What follows belongs to an exercise in optimizing a design on an open flow for small area, a short achievable clock period and few clock cycles per item; a production flow would make more cautious choices. In this exercise RTL edits were held to simulation tests only and were not proved equivalent to the original.

== R ==
==> flow/design.v (excerpt) <==
module lac_mma (
    input  wire        clk,
    input  wire        rst_n,
    input  wire        in_valid,
    output wire        in_ready,
    input  wire        in_op,
    input  wire [31:0] in_a,
    input  wire [31:0] in_b,
    input  wire [31:0] in_c,
    input  wire [31:0] in_d,
    output reg         out_valid,
    input  wire        out_ready,
    output reg  [31:0] out_data
);
    localparam [31:0] DECAY = 32'h3F7F5C29;
    localparam [31:0] CW    = 32'h3B23D70A;
    reg go;
    assign in_ready = go;
    reg        v0, op0;
    reg [31:0] a0, x0, y0, z0;
    always @(posedge clk) begin
        if (!rst_n)
            v0 <= 1'b0;
        else if (go)
            v0 <= in_valid;
    end
    always @(posedge clk) begin
        if (go || !v0) begin
            op0 <= in_op;
            a0  <= in_a;
            x0  <= in_op ? in_b : CW;
            y0  <= in_op ? in_c : in_b;
            z0  <= in_op ? in_d : in_c;
        end
    end
    wire [31:0] t_decay, t_m1;
    fp32_mul_decay u_decay (.a(a0), .y(t_decay));
    fp32_mul u_m1    (.a(x0), .b(y0), .y(t_m1));
    reg        v1;
    reg [31:0] m1, z1, s1;
    always @(posedge clk) begin
        if (!rst_n)
            v1 <= 1'b0;
        else if (go)
            v1 <= v0;
    end
    always @(posedge clk) begin
        if (go || !v1) begin
  ...
clock: 75.0 ns
lec_check: 0
abc_area: 1
cap_margin: 20
core_margin: 2
core_utilization: 40
slew_margin: 20
run.sh (not shown) runs the stock make flow with config.mk's settings and CLKGATE_MAP_FILE= SYNTH_SCRIPT=/design/flow/synth_recipe.tcl, a recipe that flattens the netlist after the stock synthesis.
Testbench counts of R, summed over its fixed seeds: cycles 9,632, items 9,600.
What T does differently from R at the input level:
--- a/flow/design.v
+++ b/flow/design.v
@@ -39,23 +39,17 @@
             if (p[i]) z = 47 - i;
     end
     wire        right = e0[10];                       
     wire [4:0]  e0s   = (|e0[9:5]) ? 5'd31 : e0[4:0];   
     wire [4:0]  sh    = (z < e0s) ? z : e0s;          
     wire [10:0] nege0 = -e0;
     wire [4:0]  r     = (|nege0[9:5]) ? 5'd31 : nege0[4:0];  
     wire [5:0]  u   = right ? (6'd24 + {1'b0, r}) : (6'd24 - {1'b0, sh});
-    wire [71:0] v0  = {p, 24'd0};
-    wire [71:0] v1  = u[5] ? {32'd0, v0[71:32]} : v0;
-    wire [71:0] v2  = u[4] ? {16'd0, v1[71:16]} : v1;
-    wire [71:0] v3  = u[3] ? {8'd0, v2[71:8]} : v2;
-    wire [71:0] v4  = u[2] ? {4'd0, v3[71:4]} : v3;
-    wire [71:0] v5  = u[1] ? {2'd0, v4[71:2]} : v4;
-    wire [71:0] v   = u[0] ? {1'd0, v5[71:1]} : v5;
+    wire [71:0] v   = {p, 24'd0} >> u;
     wire [24:0] m   = v[47:23];
     wire [5:0]  tzp = {1'b0, tza} + {1'b0, tzb};
     wire        sticky = ({1'b0, tzp} + 7'd2) <= {1'b0, u};
     wire [9:0]  eres   = e0[9:0] + 10'd1 - {5'b0, sh};    
     wire        norm   = m[24];
     wire [7:0]  e_field = (norm && !right) ? eres[7:0] : 8'd0;
     wire        ovf    = !right && norm && (eres > 10'd254);
     wire        guard  = m[0];
@@ -1447,42 +1441,33 @@
     wire [7:0]  d    = swap ? dba : dab;
     wire [31:0] p    = swap ? b : a;
     wire [23:0] mp   = swap ? mb : ma;
     wire [23:0] mq   = swap ? ma : mb;
     wire [7:0]  ep   = swap ? eb : ea;
     wire [4:0]  tzq  = swap ? tza : tzb;
     wire        sub  = a[31] ^ b[31];
     wire [4:0]  ds   = (|d[7:5]) ? 5'd31 : d[4:0];
-    wire [26:0] q0   = {mq, 3'b000};
-    wire [26:0] q1   = ds[4] ? {16'd0, q0[26:16]} : q0;
-    wire [26:0] q2   = ds[3] ? {8'd0, q1[26:8]} : q1;
-    wire [26:0] q3   = ds[2] ? {4'd0, q2[26:4]} : q2;
-    wire [26:0] q4   = ds[1] ? {2'd0, q3[26:2]} : q3;
-    wire [26:0] qx   = ds[0] ? {1'd0, q4[26:1]} : q4;
+    wire [26:0] qx   = {mq, 3'b000} >> ds;
     wire        qst  = ({1'b0, tzq} + 6'd3) < {1'b0, ds};
     wire [26:0] qa   = {qx[26:1], qx[0] | qst};
     wire [27:0] px  = {1'b0, mp, 3'b000};
     wire [27:0] sum;
     add_bk #(28) u_sum (.a(px), .b({1'b0, qa} ^ {28{sub}}), .ci(sub), .s(sum), .co());
     reg [4:0] lz;
     integer i;
     always @* begin
         lz = 5'd27;
         for (i = 0; i <= 26; i = i + 1)
             if (sum[i]) lz = 26 - i;
     end
     wire [7:0]  epm = ep - 8'd1;
     wire [4:0]  lim = (|epm[7:5]) ? 5'd31 : epm[4:0];
     wire [4:0]  sh  = (lz < lim) ? lz : lim;
-    wire [27:0] l1  = sh[4] ? {sum[11:0], 16'd0} : sum;
-    wire [27:0] l2  = sh[3] ? {l1[19:0], 8'd0} : l1;
-    wire [27:0] l3  = sh[2] ? {l2[23:0], 4'd0} : l2;
-    wire [27:0] l4  = sh[1] ? {l3[25:0], 2'd0} : l3;
-    wire [27:0] nl  = sh[0] ? {l4[26:0], 1'd0} : l4;
+    wire [27:0] nl  = sum << sh;
     wire [27:0] n   = sum[27] ? {1'b0, sum[27:2], sum[1] | sum[0]} : nl;
     wire [8:0]  e   = sum[27] ? ({1'b0, ep} + 9'd1) : ({1'b0, ep} - {4'd0, sh});
     wire [7:0]  e_field = n[26] ? e[7:0] : 8'd0;
     wire        rup     = n[2] & (n[1] | n[0] | n[3]);
     wire [30:0] rounded;
     add_bk #(31) u_rnd (.a({e_field, n[25:3]}), .b(31'd0), .ci(rup), .s(rounded), .co());
     always @* begin
         if (a_nan || b_nan || (a_inf && b_inf && (a[31] != b[31])))
@@ -1546,47 +1531,47 @@
     input  wire        out_ready,
     output reg  [31:0] out_data
 );
     localparam [31:0] DECAY = 32'h3F7F5C29;
     localparam [31:0] CW    = 32'h3B23D70A;
     reg go;
     assign in_ready = go;
     reg        v0, op0;
-    reg [31:0] a0, x0, y0, z0;
+    reg [31:0] a0, b0, c0, d0;
     always @(posedge clk) begin
         if (!rst_n)
             v0 <= 1'b0;
         else if (go)
             v0 <= in_valid;
     end
     always @(posedge clk) begin
         if (go || !v0) begin
             op0 <= in_op;
             a0  <= in_a;
-            x0  <= in_op ? in_b : CW;
-            y0  <= in_op ? in_c : in_b;
-            z0  <= in_op ? in_d : in_c;
+            b0  <= in_b;
+            c0  <= in_c;
+            d0  <= in_d;
         end
     end
     wire [31:0] t_decay, t_m1;
     fp32_mul_decay u_decay (.a(a0), .y(t_decay));
-    fp32_mul u_m1    (.a(x0), .b(y0), .y(t_m1));
+    fp32_mul u_m1    (.a(op0 ? b0 : CW),    .b(op0 ? c0 : b0),  .y(t_m1));
     reg        v1;
     reg [31:0] m1, z1, s1;
     always @(posedge clk) begin
         if (!rst_n)
             v1 <= 1'b0;
         else if (go)
             v1 <= v0;
     end
     always @(posedge clk) begin
         if (go || !v1) begin
             m1 <= t_m1;
-            z1 <= z0;
+            z1 <= op0 ? d0 : c0;
             s1 <= op0 ? a0 : t_decay;
         end
     end
     wire [31:0] t_m2;
     fp32_mul u_m2 (.a(m1), .b(z1), .y(t_m2));
     reg        v2;
     reg [31:0] m2, s2;
     always @(posedge clk) begin
Notes after the runs:
- Lower placeable core area goes to R over T.
- Number of clock buffers inserted by TritonCTS in T is 5 lower than in R
- Taking R as the reference, in T vias after detailed routing moved up; met2 routing resource usage after global routing moved up.
- R vs T, top layer reached by signal wires: met5 vs met4
- Comparing synthesized area for T and R, the bigger number came from T.
- Timing startpoint of the critical path = go: R; timing startpoint of the critical path = op0: T
- Having completed the whole flow, T delivered a layout that passed the timing, design-rule and antenna checks.
- R has completed all stages; timing, DRC and antenna checks passed.
Testbench counts of T, summed over its fixed seeds: cycles 9,632, items 9,600.

-- port drivers added, routing unchanged --
The flow's constraints put no driver on any port. The routed layouts listed below were extracted and timed again, unchanged, in two steps. Step 1: set_driving_cell puts a clkbuf_16 on clk and a buf_2 on each other input, an assumption about the parent block. Step 2, shift: input delay + t, output delay - t, t = (earliest + latest rising clock arrival at the registers) / 2. This alone moves slack from input paths to output paths. a / b / c = ideal ports / drivers / drivers and shift; a / b = the first two.
run | t (ns) | setup slack, ns | latest minus earliest clock arrival (ns)
R | 0.772 | 58.204 / 58.124 / 57.897 | 0.058 / 0.057
T | 0.696 | 57.341 / 57.341 / 57.341 | 0.046 / 0.046
After both steps setup and hold are still met in every run listed. For R, which loses most, drivers alone change the setup slack by -0.080 ns; drivers and shift together by -0.307 ns.
